Context: an optimization exercise on an open-source flow, tuned for small area and a short achievable clock period. The choices shown serve that exercise and are no tape-out recipe. The RTL was checked by simulation tests, not by an equivalence proof against the original design. Power and IR drop assume default switching activity.

== oak ==
==> flow/design.v (excerpt) <==
module wfd (
    input  wire        clk,
    input  wire        rst,
    input  wire        start,
    input  wire        s_end,
    input  wire        s_valid,
    input  wire [15:0] s_data,
    input  wire [15:0] cfg_vhigh,
    input  wire [15:0] cfg_vlow,
    input  wire        cfg_reverse,
    input  wire        cfg_invert,
    input  wire        cfg_verbose,
    output wire        s_ready,
    output wire        done,
    output wire        err,
    output wire [1:0]  err_code,
    output wire [2:0]  phase,
    output wire        b_valid,
    output wire [7:0]  b_data,
    output wire        sym_valid,
    output wire        sym,
    output wire [15:0] pre_start,
    output wire [15:0] pre_size,
    output wire [15:0] pre_end,
    output wire [15:0] short_dur,
    output wire [15:0] long_dur,
    output wire [15:0] byte_count,
    output wire        diag_sat,
    output wire        start_seen,
  ...
clock: 12.0 ns
lec_check: 0
abc_area: 1
cap_margin: 20
core_margin: 2
core_utilization: 55
slew_margin: 20
buffer_ports_args: -buffer_cell sky130_fd_sc_hd__buf_2
standard.sh (not shown) runs the stock make flow with config.mk's settings and CLKGATE_MAP_FILE= SYNTH_SCRIPT=/design/flow/synth_recipe.tcl, a recipe that flattens the netlist after the stock synthesis.
==> flow/flow/run.sh <==
#!/bin/bash
# Standard layout (the standard.sh) with these changes to how it is made:
# - plain buf_2 cells on the input and output ports, instead of the default
#   delay buffers;
# - no mapping of adders to full/half-adder cells before ABC (ADDER_MAP_FILE
#   empty), so ABC maps all of the logic;
# - timing repair that aims for more setup slack than the clock period needs
#   (flow/margin.txt, ns), so that the layout reaches a shorter period.
set -o pipefail
MARGIN=$(cat flow/margin.txt 2>/dev/null || echo 8)
EXTRA=$(cat flow/extra.txt 2>/dev/null || true)
echo 'export BUFFER_PORTS_ARGS = -buffer_cell sky130_fd_sc_hd__buf_2' >> config.mk
bash standard.sh ADDER_MAP_FILE= SETUP_SLACK_MARGIN=$MARGIN $EXTRA finish > standard.log 2>&1
==> flow/flow/margin.txt <==
7.5
Input changes introduced in pine (baseline for comparison: oak):
Settings: BUFFER_PORTS_ARGS now -buffer_cell sky130_fd_sc_hd__buf_1, was -buffer_cell sky130_fd_sc_hd__buf_2; CTS_BUF_LIST now sky130_fd_sc_hd__clkbuf_4 sky130_fd_sc_hd__clkbuf_8, previously not set; PLACE_DENSITY now 0.75, previously not set.
==> flow/flow/run.sh <==
#!/bin/bash
# Standard layout (the standard.sh) with these changes to how it is made:
# - plain buf_1 cells on the input and output ports, instead of the default
#   delay buffers;
# - no mapping of adders to full/half-adder cells before ABC (ADDER_MAP_FILE
#   empty), so ABC maps all of the logic;
# - timing repair that aims for more setup slack than the clock period needs
#   (flow/margin.txt, ns), so that the layout reaches a shorter period.
set -o pipefail
MARGIN=$(cat flow/margin.txt 2>/dev/null || echo 8)
EXTRA=$(cat flow/extra.txt 2>/dev/null || true)
echo 'export BUFFER_PORTS_ARGS = -buffer_cell sky130_fd_sc_hd__buf_1' >> config.mk
bash standard.sh ADDER_MAP_FILE= SETUP_SLACK_MARGIN=$MARGIN $EXTRA finish > standard.log 2>&1
==> flow/flow/margin.txt <==
7.9
## What came out
pine: PASS, flow complete, no timing, DRC or antenna violations. Largest fanout of any net on the critical path on pine is down relative to oak. Compared with oak, pine shows a higher fraction of power consumed by sequential logic. First-pass GRT wire length: pine vs oak down about 3%. Taking oak as the reference, in pine cell area power density fell 12 mW/mm²; cell count rose 28; post-route worst setup slack rose 0.24 ns; number of gates on the worst path with buffers counted fell 1. Of the two values seen for topmost layer with routed signal wires, met5 was produced by oak and met4 by pine. Re minimum clock period: oak was higher than pine. When pine is measured against oak, its final cell utilization of the core turns out 1.2 points higher. ~same sequential cell area in oak and pine.
What birch does differently from pine at the input level:
Settings: PLACE_DENSITY changed from 0.75 to 0.8; CORE_UTILIZATION changed from 55 to 65.
==> flow/flow/margin.txt <==
7.7
==> summary.txt <==
Post-CTS resize count: birch vs pine down 17. The hold slack of birch exceeds that of pine by 0.011 ns. Switching power was higher in the run labelled pine. Summary — layout buffering overhead excluding clock cells, birch relative to pine: lower, by 0.70 points. pine leaves more setup margin than birch.

---

wfd again, from the RTL that the note above started with.
## wfd
module wfd (
    input  wire        clk,
    input  wire        rst,
    input  wire        start,
    input  wire        s_end,
    input  wire        s_valid,
    input  wire [15:0] s_data,
    input  wire [15:0] cfg_vhigh,
    input  wire [15:0] cfg_vlow,
    input  wire        cfg_reverse,
    input  wire        cfg_invert,
    input  wire        cfg_verbose,
    output wire        s_ready,
    output wire        done,
    output wire        err,
    output wire [1:0]  err_code,
    output wire [2:0]  phase,
    output wire        b_valid,
    output wire [7:0]  b_data,
    output wire        sym_valid,
    output wire        sym,
    output wire [15:0] pre_start,
    output wire [15:0] pre_size,
    output wire [15:0] pre_end,
    output wire [15:0] short_dur,
    output wire [15:0] long_dur,
    output wire [15:0] byte_count,
    output wire        diag_sat,
    output wire        start_seen,
    output wire [2:0]  bitcnt,
    output wire [15:0] run
);
==> flow/config.mk <==
export PLATFORM = sky130hd
export DESIGN_NAME = wfd
export DESIGN_NICKNAME = wfd
export VERILOG_FILES = /design/flow/design.v
export SDC_FILE = /design/flow/constraint.sdc
export NUM_CORES = 4
export LEC_CHECK = 0
export ABC_AREA = 1
export CAP_MARGIN = 20
export CORE_MARGIN = 2
export CORE_UTILIZATION = 55
export CTS_BUF_LIST = sky130_fd_sc_hd__clkbuf_4 sky130_fd_sc_hd__clkbuf_8
export SLEW_MARGIN = 20
export BUFFER_PORTS_ARGS = -buffer_cell sky130_fd_sc_hd__buf_2
==> flow/constraint.sdc <==
create_clock -name core_clock -period 12.0 [get_ports {clk}]
set_input_delay 2.4000 -clock core_clock [delete_from_list [all_inputs] [get_ports {clk}]]
set_output_delay 2.4000 -clock core_clock [all_outputs]
set_load 0.01 [all_outputs]
==> flow/flow/run.sh <==
#!/bin/bash
# Standard layout (the standard.sh) with these changes to how it is made:
# - plain buf_2 cells on the input and output ports, instead of the default
#   delay buffers;
# - no mapping of adders to full/half-adder cells before ABC (ADDER_MAP_FILE
#   empty), so ABC maps all of the logic;
# - timing repair that aims for more setup slack than the clock period needs
#   (flow/margin.txt, ns), so that the layout reaches a shorter period.
set -o pipefail
MARGIN=$(cat flow/margin.txt 2>/dev/null || echo 8)
EXTRA=$(cat flow/extra.txt 2>/dev/null || true)
echo 'export BUFFER_PORTS_ARGS = -buffer_cell sky130_fd_sc_hd__buf_2' >> config.mk
bash standard.sh ADDER_MAP_FILE= SETUP_SLACK_MARGIN=$MARGIN $EXTRA finish > standard.log 2>&1
==> flow/flow/margin.txt <==
7.9
Edit:
==> flow/flow/run.sh (replaced) <==
#!/bin/bash
# Standard layout (the standard.sh) with these changes to how it is made:
# - plain buf_1 cells on the input and output ports, instead of the default
#   delay buffers;
# - no mapping of adders to full/half-adder cells before ABC (ADDER_MAP_FILE
#   empty), so ABC maps all of the logic;
# - timing repair that aims for more setup slack than the clock period needs
#   (flow/margin.txt, ns), so that the layout reaches a shorter period.
set -o pipefail
MARGIN=$(cat flow/margin.txt 2>/dev/null || echo 8)
EXTRA=$(cat flow/extra.txt 2>/dev/null || true)
echo 'export BUFFER_PORTS_ARGS = -buffer_cell sky130_fd_sc_hd__buf_1' >> config.mk
bash standard.sh ADDER_MAP_FILE= SETUP_SLACK_MARGIN=$MARGIN $EXTRA finish > standard.log 2>&1
==> flow/flow/margin.txt (replaced) <==
7.7
- BUFFER_PORTS_ARGS: -buffer_cell sky130_fd_sc_hd__buf_2 -> -buffer_cell sky130_fd_sc_hd__buf_1
- PLACE_DENSITY: unset -> 0.75
After rerunning:
- wire length decreases by about 4.4%
- critical path depth increases by 8
- setup slack degrades by 0.10 ns

-- re-timing with driven ports --
The flow's constraints put no driver on any port. The routed layouts listed below were extracted and timed again, unchanged, in two steps. Step 1 sets driving cells, clkbuf_16 on the clock port and buf_2 on the other inputs (assumed; they add their load-dependent delay and slew). Step 2, shift: input delay + t, output delay - t, t = (earliest + latest rising clock arrival at the registers) / 2. This alone moves slack from input paths to output paths. Three values: no drivers, after step 1, after step 2; two values: the first two.
run | shift t [ns] | setup WS [ns] | latest minus earliest clock arrival (ns)
oak | 0.477 | 7.707 / 7.731 / 7.254 | 0.013 / 0.013
pine | 0.497 | 7.945 / 7.943 / 7.446 | 0.018 / 0.019
birch | 0.512 | 7.725 / 7.739 / 7.227 | 0.017 / 0.017
the first run of note 2 | 0.522 | 7.951 / 7.915 / 7.393 | 0.021 / 0.020
the second run of note 2 | 0.497 | 7.847 / 7.865 / 7.368 | 0.022 / 0.022
After both steps every run listed still meets setup and hold. For the first run of note 2, which loses most, drivers alone change the setup slack by -0.036 ns; drivers and shift together by -0.558 ns.
